From an optimization exercise on the open Yosys and OpenROAD flow, aimed at small area, a short achievable clock period and few clock cycles; shortcuts taken in it are not production practice. In this exercise RTL edits were held to simulation tests only and were not proved equivalent to the original. Power figures rest on the tool's default switching activity, not on a simulated workload.

==> design/flow/design.v <==
module kiri_tx_encoder (
    input  wire       clk,
    input  wire       rst,           
    input  wire       start,
    output wire       start_ready,
    input  wire [7:0] dst,
    input  wire [7:0] src,
    input  wire [8:0] len,           
    input  wire       in_valid,
    output wire       in_ready,
    input  wire [7:0] in_data,
    output wire       out_valid,
    input  wire       out_ready,
    output wire [7:0] out_data
);
    localparam [2:0] Q_IDLE  = 3'd0,    
                     Q_DST   = 3'd1,
                     Q_SRC   = 3'd2,
                     Q_PAY   = 3'd3,
                     Q_CRCH  = 3'd4,
                     Q_CRCL  = 3'd5,
                     Q_DELIM = 3'd6;
    function [15:0] crc16_byte;
        input [15:0] crc_in;
        input [7:0]  b;
        reg   [15:0] c;
        integer      i;
        begin
            c = crc_in ^ {b, 8'h00};
            for (i = 0; i < 8; i = i + 1)
                c = c[15] ? ((c << 1) ^ 16'h1021) : (c << 1);
            crc16_byte = c;
        end
    endfunction
    reg  [9*256-1:0] ring;           
    wire [8:0]       s0 = ring[8:0];
    reg  [7:0] hoff;                 
    reg  [7:0] toff;                 
    reg  [7:0] ooff;                 
    reg        open;                 
    reg  [8:0] cnt;                  
    wire [255:0] zv;
    genvar g;
    generate
        for (g = 0; g < 256; g = g + 1) begin : zbits
            if (g >= 1 && g <= 254)
                assign zv[g] = ring[9*g + 8];
            else if (g == 255)
                assign zv[g] = 1'b1;     
            else
                assign zv[g] = 1'b0;
        end
    endgenerate
    function [8:0] first_one;        
        input [255:0] v;
        reg   [255:0] f;             
        reg   [127:0] a1; reg [127:0] i1;
        reg   [63:0]  a2; reg [127:0] i2;
        reg   [31:0]  a3; reg [95:0]  i3;
        reg   [15:0]  a4; reg [63:0]  i4;
        reg   [7:0]   a5; reg [39:0]  i5;
        reg   [3:0]   a6; reg [23:0]  i6;
        reg   [1:0]   a7; reg [13:0]  i7;
        reg           a8; reg [7:0]   i8;
        integer n;
        begin
            for (n = 0; n < 128; n = n + 1) begin
                a1[n] = v[2*n] | v[2*n+1];
                i1[n] = ~v[2*n];
            end
            for (n = 0; n < 64; n = n + 1) begin
                a2[n] = a1[2*n] | a1[2*n+1];
                i2[2*n +: 2] = a1[2*n] ? {1'b0, i1[2*n]} : {1'b1, i1[2*n+1]};
            end
            for (n = 0; n < 32; n = n + 1) begin
                a3[n] = a2[2*n] | a2[2*n+1];
                i3[3*n +: 3] = a2[2*n] ? {1'b0, i2[4*n +: 2]} : {1'b1, i2[4*n+2 +: 2]};
            end
            for (n = 0; n < 16; n = n + 1) begin
                a4[n] = a3[2*n] | a3[2*n+1];
                i4[4*n +: 4] = a3[2*n] ? {1'b0, i3[6*n +: 3]} : {1'b1, i3[6*n+3 +: 3]};
            end
            for (n = 0; n < 8; n = n + 1) begin
                a5[n] = a4[2*n] | a4[2*n+1];
                i5[5*n +: 5] = a4[2*n] ? {1'b0, i4[8*n +: 4]} : {1'b1, i4[8*n+4 +: 4]};
            end
            for (n = 0; n < 4; n = n + 1) begin
                a6[n] = a5[2*n] | a5[2*n+1];
                i6[6*n +: 6] = a5[2*n] ? {1'b0, i5[10*n +: 5]} : {1'b1, i5[10*n+5 +: 5]};
            end
            for (n = 0; n < 2; n = n + 1) begin
                a7[n] = a6[2*n] | a6[2*n+1];
                i7[7*n +: 7] = a6[2*n] ? {1'b0, i6[12*n +: 6]} : {1'b1, i6[12*n+6 +: 6]};
            end
            a8 = a7[0] | a7[1];
            i8 = a7[0] ? {1'b0, i7[6:0]} : {1'b1, i7[13:7]};
            first_one = {a8, i8};
        end
    endfunction
    wire [8:0] fo   = first_one(zv);
    wire [7:0] code = fo[7:0];
    reg        ov;                   
    reg  [7:0] od;                   
    reg        sv;                   
    reg  [7:0] sd;
    wire at_head  = (hoff == 8'd0) && (cnt != 9'd0);
    wire s0_open  = open && (ooff == 8'd0);
    wire rd       = at_head && !sv && !(s0[8] && !s0[0] && s0_open);
    wire [7:0] rd_byte = !s0[8] ? s0[7:0] : (s0[0] ? 8'h00 : code);
    assign out_valid = ov;
    assign out_data  = od;
    reg  [2:0] q;                    
    reg        pend;                 
    reg  [7:0] dst_r;
    reg  [7:0] src_r;
    reg  [8:0] len_r;
    reg  [8:0] owe;                  
    reg  [8:0] rem;                  
    reg  [15:0] crc;
    reg  [7:0] run;                  
    reg  [1:0] hc;                   
    reg  [7:0] h0, h1;
    reg        in_rdy;
    assign start_ready = !pend;
    assign in_ready    = in_rdy;
    wire split = (run == 8'd254);
    reg        have;                 
    reg  [7:0] raw;                  
    always @* begin
        have = 1'b1;
        raw  = 8'h00;
        case (q)
            Q_IDLE:  have = pend;
            Q_DST:   raw  = dst_r;
            Q_SRC:   raw  = src_r;
            Q_PAY:   begin have = (hc != 2'd0); raw = h0; end
            Q_CRCH:  raw  = crc[15:8];
            Q_CRCL:  raw  = crc[7:0];
            default: raw  = 8'h00;
        endcase
        if (split) have = 1'b1;
    end
    wire tail_here = (toff == 8'd0) && (!cnt[8] || rd);
    wire ins       = tail_here && have;
    wire is_raw    = !split && (q == Q_DST || q == Q_SRC || q == Q_PAY ||
                                q == Q_CRCH || q == Q_CRCL);
    wire raw_zero  = (raw == 8'h00);
    wire       n_bound = !(is_raw && !raw_zero);            
    wire       n_delim = !split && (q == Q_DELIM);
    wire       n_open  = n_bound && !n_delim;               
    wire [8:0] n_slot  = n_bound ? {1'b1, 7'd0, n_delim} : {1'b0, raw};
    wire pop = ins && !split && (q == Q_PAY);
    wire push = in_valid && in_rdy;
    wire [1:0] hc_n = hc + {1'b0, push} - {1'b0, pop};
    wire [8:0] owe_n = push ? owe - 9'd1 : ((start && !pend) ? len : owe);
    always @(posedge clk) begin
        ring <= {ins ? n_slot : s0, ring[9*256-1:9]};
    end
    always @(posedge clk) begin
        if (pop) begin
            h0 <= (hc == 2'd2) ? h1 : in_data;
            if (hc == 2'd2) h1 <= in_data;
        end else if (push) begin
            if (hc == 2'd0) h0 <= in_data;
            else            h1 <= in_data;
        end
        if (start && !pend) begin
            dst_r <= dst;
            src_r <= src;
            len_r <= len;
        end
        if (ins) begin
            if (q == Q_PAY && !split) crc <= crc16_byte(crc, h0);
            else if (q == Q_DST && !split) crc <= crc16_byte(16'hFFFF, dst_r);
            else if (q == Q_SRC && !split) crc <= crc16_byte(crc, src_r);
        end
        if (rd && !(ov && !out_ready)) od <= rd_byte;
        else if (!ov || out_ready) od <= sd;
        if (rd && ov && !out_ready) sd <= rd_byte;
    end
    always @(posedge clk) begin
        if (rst) begin
            hoff   <= 8'd0;
            toff   <= 8'd0;
            ooff   <= 8'd0;
            open   <= 1'b0;
            cnt    <= 9'd0;
            ov     <= 1'b0;
            sv     <= 1'b0;
            q      <= Q_IDLE;
            pend   <= 1'b0;
            owe    <= 9'd0;
            rem    <= 9'd0;
            run    <= 8'd0;
            hc     <= 2'd0;
            in_rdy <= 1'b0;
        end else begin
            hoff <= (cnt == 9'd0) ? (ins ? 8'd255 : 8'd0) :
                    rd ? 8'd0 : hoff - 8'd1;
            toff <= (ins || (cnt == 9'd0)) ? 8'd0 : toff - 8'd1;
            ooff <= (ins && n_open) ? 8'd255 : ooff - 8'd1;
            if (ins && n_bound) open <= n_open;
            cnt  <= cnt + {8'd0, ins} - {8'd0, rd};
            if (!ov || out_ready) begin
                ov <= sv || rd;
                sv <= 1'b0;
            end else if (rd) begin
                sv <= 1'b1;
            end
            if (start && !pend) pend <= 1'b1;
            owe    <= owe_n;
            hc     <= hc_n;
            in_rdy <= (owe_n != 9'd0) && (hc_n != 2'd2);
            if (ins) begin
                run <= (n_bound || split) ? 8'd0 : run + 8'd1;
                if (!split) begin
                    case (q)
                        Q_IDLE:  begin q <= Q_DST; rem <= len_r; end
                        Q_DST:   q <= Q_SRC;
                        Q_SRC:   begin
                                     q    <= (rem == 9'd0) ? Q_CRCH : Q_PAY;
                                     pend <= 1'b0;
                                 end
                        Q_PAY:   begin
                                     rem <= rem - 9'd1;
                                     if (rem == 9'd1) q <= Q_CRCH;
                                 end
                        Q_CRCH:  q <= Q_CRCL;
                        Q_CRCL:  q <= Q_DELIM;
                        default: q <= Q_IDLE;
                    endcase
                end
            end
        end
    end
endmodule
==> design/flow/run.sh <==
#!/bin/bash
# synth_recipe.tcl (not shown) runs the flow's synth.tcl, then flattens the netlist and writes it again
# the make line also repeats each setting of config.mk as NAME=value (left out here)
make -C /OpenROAD-flow-scripts/flow DESIGN_CONFIG=/design/flow/config.mk WORK_HOME=/design/flow/orfs CLKGATE_MAP_FILE= SYNTH_SCRIPT=/design/flow/synth_recipe.tcl finish
==> design/flow/config.mk <==
export PLATFORM = sky130hd
export DESIGN_NAME = kiri_tx_encoder
export DESIGN_NICKNAME = kiri_tx_encoder
export VERILOG_FILES = /design/flow/design.v
export SDC_FILE = /design/flow/constraint.sdc
export NUM_CORES = 4
export LEC_CHECK = 0
export CAP_MARGIN = 20
export CORE_MARGIN = 2
export CORE_UTILIZATION = 40
export PLACE_DENSITY = 0.6
export SLEW_MARGIN = 20
==> design/flow/constraint.sdc <==
create_clock -name core_clock -period 12.0 [get_ports {clk}]
set_input_delay 2.4000 -clock core_clock [delete_from_list [all_inputs] [get_ports {clk}]]
set_output_delay 2.4000 -clock core_clock [all_outputs]
set_load 0.01 [all_outputs]
==> out/results.env <==
OUTCOME='no timing/DRC/antenna violations'
CTS_POST_SETUP_BUFFERS_INSERTED=0
TIMING.CRITICAL_PATH.TO='cnt[8]'
DRT_TOTAL_WL_MM=74.5
VIAS=24137
FF2FF_PATH_DEPTH=16
GRT_PASS1_WL_MM=123
FINAL_ANTENNA_VIOLATING_NET_COUNT=0
WORST_SLEW_PIN_SLEW_NS=0.866
CTS_RESIZED=0
FINAL.PERIOD_UTILIZATION_PCT=37.8
SYNTH_TOP_FAMILY_BY_AREA='simple AND/OR/NAND/NOR gates'
FINCLKSKEW_NS=0.0250
RESIDUAL_OVERFLOW_FROM_GLOBAL_ROUTING=0
DP.FINAL_HPWL_MM=42.0
WORST_EP_REQUIRED_TIME_NS=12.65
MAX-CAP-VIOLATIONS=0
YOSYS_WARNINGS=1
POWER-PER-CELL-AREA_nW_PER_UM2=244
POSTCTSHOLDBUFS=0
POWER.SWITCHING_mW=3.42
INTERNAL-POWER_mW=12.8
REG2REG_TO='cnt[8]'
SEQ_POWER_SHARE_PCT=52.7
MAXIMUM_NUMBER_OF_PINS_ON_ONE_NET_BEFORE_GLOBAL_ROUTE_REPAIR=56
SYNTHMUXAREASHARE_PCT=0.461
DRC=0
DRTPASS1ITERATIONS=5
CRITICAL_PATH_ARRIVAL_NS=5.19
YOSYSTOPAREACELL='dfxtp_1'
CTS_ROOT_BUF='clkbuf_16'
RD_PLACE_CONGESTION=0.843
POST-SYNTH-TOP-AREA-FRACTION_PCT=84.2
SHARE_COMB_OF_TOTAL_POWER_PCT=4.9
AREA_GROWTH_PCT=17.8
SYNTH-COMPOUND-AREA-SHARE_PCT=4.17
CLK_LATENCY_NS=0.80
PLACEMENT.SETUP.WORST_SLACK_NS=7.40
INITIAL_CORE_UTIL_PCT=40.4
DETAIL_ROUTE.ITER0.VIOLATIONS=1218
NETLIST_TOP_CELLS_AREA='dfxtp_1 (84%), edfxtp_1 (3.9%), nor2_1 (1.1%)'
SYNTH_TOP_FLOP_CELL='dfxtp_1'
RSZ0062_AT_GRT='no'
DOMINANT_CELL_BY_COUNT_IN_THE_SYNTHESIZED_NETLIST='dfxtp_1'
SYN_AREA_UM2=56400
PORT_BUFFERS=48
FLOORPLAN.DIE_AREA_UM2=144000
FIN_CRIT_NS=4.53
POST_LAYOUT_NONFILLER_INSTANCES=5827
DIE_Y_UM=380
CLOCK-SINKS=2446
SETUP.WORST_PATH.START='ooff[2]'
SLEW_VIOLATIONS=0
VDD_IR_DROP_MAX_mV=0.155
FINALWORSTSETUPSLACK_NS=7.47
P_LEAK_nW=25.8
SYNTH_CELL_TYPES=82
YOSYS.AREA_SHARE.SIMPLE_PCT=4.62
CTS_MAX_LEVEL=4
FINAL_HOLD_VIOL_COUNT=0
MAXSLEWHEADROOM_PCT=41.7
DIE_W_UM=380
FIN_SETUP_TNS_NS=0
GLOBALROUTETOTALUTIL_PCT=10.5
REGTOREGSTARTPOINT='ooff[2]'
CRITPATHMAXFANOUT=21
FLOORPLAN.CORE_AREA_UM2=140000
CTS_BUFFERS=209
SYN_AVG_CELL_AREA_UM2=15.9
POSTSYNTH.ASYNCRESETSHARE_PCT=0
IO_PINS=49
CLOCK_TREE_FROM_TRITONCTS='yes'
SYNTH_COMMONEST_CELLS='dfxtp_1 (2373), nor2_1 (166), a21oi_1 (99)'
SYNTHXORXNORAREAFRAC_PCT=1.29
SYNTH_SEQ_AREA_SHARE_PCT=88.1
POST_SYNTH_FA_HA_MAJ_AREA_FRACTION_PCT=0.612
PLACED_CELL_COUNT=5445
POST_ROUTE_CELLS_DRIVE_ABOVE_1_SHARE_PCT=9.87
FIRST_GLOBAL_VIAS=23716
CRIT_PATH_START_KIND='flip-flop'
FINAL_NETS=3845
SHARE_OF_TOTAL_POWER_CONSUMED_BY_NET_SWITCHING_PCT=21.1
SYNTH-EDFF-COUNT=73
SHARE_CLK_OF_TOTAL_POWER_PCT=42.4
FF2FF_SETUP_SLACK_NS=7.47
PATH_CLK_SLEW_NS=0.06
SYNTHESIS.NETS=3609
PLACEMENTROWS=137
MIN-DELAY-PATH-CLASS='flip-flop to flip-flop'
MAX_CLOCK_FREQ_MHz=221
ROUTED_LENGTH_PER_PLACED_INSTANCE_UM=12.8
TIMING.CRITICAL_PATH.TO_TYPE='flip-flop'
SYN_INST=3544
GRT_ANTENNA_BEFORE_REPAIR=9
AVGVIACOUNTPERCELL=4.14
SYNTH_SEQ_CELLS=2446
WORSTSETUPPATHTYPE='flip-flop to flip-flop'
SETUP_VIOLATIONS=0
CLOCK_TREE.BUFFER_DEPTH=3
==> how the worst min path moves through the flow <==
stage | from | end | depth (start not counted)
after floorplan | ring[9] | ring[0] | 0
after global placement | ring[1732] | ring[1723] | 0
after detailed placement | ring[136] | ring[127] | 0
after CTS | ring[509] | ring[500] | 0
after global routing | ring[509] | ring[500] | 0
final | ring[319] | ring[310] | 0
==> metal layers <==
layer | share of wire (%) | routed length [um] | GRT usage [%] | up-vias
met4 | 3.1 | 2340 | 4.91 | 0
met1 | 54 | 39900 | 15.5 | 11173
met2 | 38 | 28500 | 14.1 | 458
met5 | 0 | 0 | 0 | -
met3 | 5.1 | 3790 | 2.80 | 203
li1 | - | - | - | 12303
==> kinds of logic (layout without fill, tap and decap cells) <==
family                     after synthesis  count (layout)
DFF                                   2446            2446
and+or+nand+nor                        500             500
AOI/OAI and AO/OA                      358             358
buffers and inverters                  106             512
xor gates and xnor gates                83              83
adders and majority gates               27              27
muxes                                   24              24
other                                    0               1
==> critical path: stages (launching register included) <==
cell	delay (ns)
dfxtp_1	0.34
or4_1	0.56
or4_1	0.55
nand4_1	0.33
a211oi_2	0.14
inv_1	0.53
ha_1	0.25
inv_1	0.04
ha_1	0.20
fa_1	0.43
a21oi_1	0.17
o21bai_1	0.11
a21oi_1	0.15
o21bai_1	0.10
a31o_2	0.26
xnor2_1	0.16
nor2_1	0.05
==> power groups by stage <==
stage	clock network [mW]	logic (mW)	registers, mW
finish	6.88	0.789	8.54
global route	7.42	0.887	8.57
CTS	7.08	0.791	8.55
detailed placement	0	0.785	8.72
global placement	0	0.778	8.72
floorplan	0	0.580	8.69
==> state kept, by name, indices dropped and copies added (netlist names), 2 cells and up <==
signal  count
dst_r       8
src_r       8
owe         9
h0          8
cnt         9
rem         9
h1          8
ring     2304
crc        16
hc          2
len_r       9
ooff        8
sd          8
toff        8
hoff        8
run         8
od          8
q           3
==> final cells by class <==
cell class | instances | area, um^2
Antenna cell | 1 | 2.50
Clock buffer | 288 | 6020
Clock inverter | 93 | 1240
Fill cell | 11803 | 73300
Inverter | 76 | 285
Multi-Input combinational cell | 992 | 6300
Sequential cell | 2446 | 49700
Tap cell | 1876 | 2350
Timing Repair Buffer | 55 | 528
==> placed cells by master (no fill, tap or decap), types with 10 or more instances in the layout <==
cell type,n
a21oi_1,99
and2_1,13
a221oi_1,10
nor2b_1,27
clkinvlp_4,10
inv_1,76
nor3_1,32
clkbuf_16,213
nand3_1,13
clkinv_2,33
nand2b_1,15
clkbuf_8,41
xor2_1,27
bufinv_16,23
o31ai_1,23
nand2_1,73
clkbuf_1,34
nor4_1,66
nor2_1,166
a31oi_1,14
a211oi_1,11
xnor2_1,56
o21bai_1,11
dfxtp_1,2373
ha_1,26
edfxtp_1,73
or4_1,21
clkdlybuf4s50_1,47
a22oi_1,15
and3_1,10
o21ai_0,81
nand4_1,21
==> per-stage QoR <==
| step | utilization [%] | cell area, um^2 | power (mW) | hold slack (ns) |
|---|---|---|---|---|
| 2_1_floorplan | - | 56400 | 9.27 | 0.310 |
| 3_3_place_gp | 42.3 | 59200 | 9.50 | 0.310 |
| 3_5_place_dp | 42.3 | 59200 | 9.51 | 0.312 |
| 4_1_cts | 47.5 | 66400 | 16.4 | 0.302 |
| 5_1_grt | 47.5 | 66400 | 16.9 | 0.301 |
| 6_report | 47.5 | 66400 | 16.2 | 0.305 |
Testbench counts, summed over its fixed seeds: cycles 24,994.

[separate check: timing with driven ports]
No port has a modelled driver above. Below, the same layout with a new extraction and two added sets of constraints.
Step 1 (the two cells are an assumption about what drives the block):
set clk [get_ports {clk}]
set_driving_cell -lib_cell sky130_fd_sc_hd__clkbuf_16 $clk
set_driving_cell -lib_cell sky130_fd_sc_hd__buf_2 [delete_from_list [all_inputs] $clk]
Step 2, shift: input delay + t, output delay - t, t = (earliest + latest rising clock arrival at the registers) / 2. This alone moves slack from input paths to output paths.
Slacks: ideal / step 1 / step 2; pairs: ideal / step 1.
t, ns: 0.849
setup slack, ns: 7.468 / 7.468 / 7.396
hold slack, ns: 0.305 / 0.305 / 0.305
slew at the worst register clock pin (ns): 0.07 / 0.07
After both steps this run still meets setup and hold. The setup slack of this run moves by 0.000 ns with the drivers and by -0.072 ns with both steps.
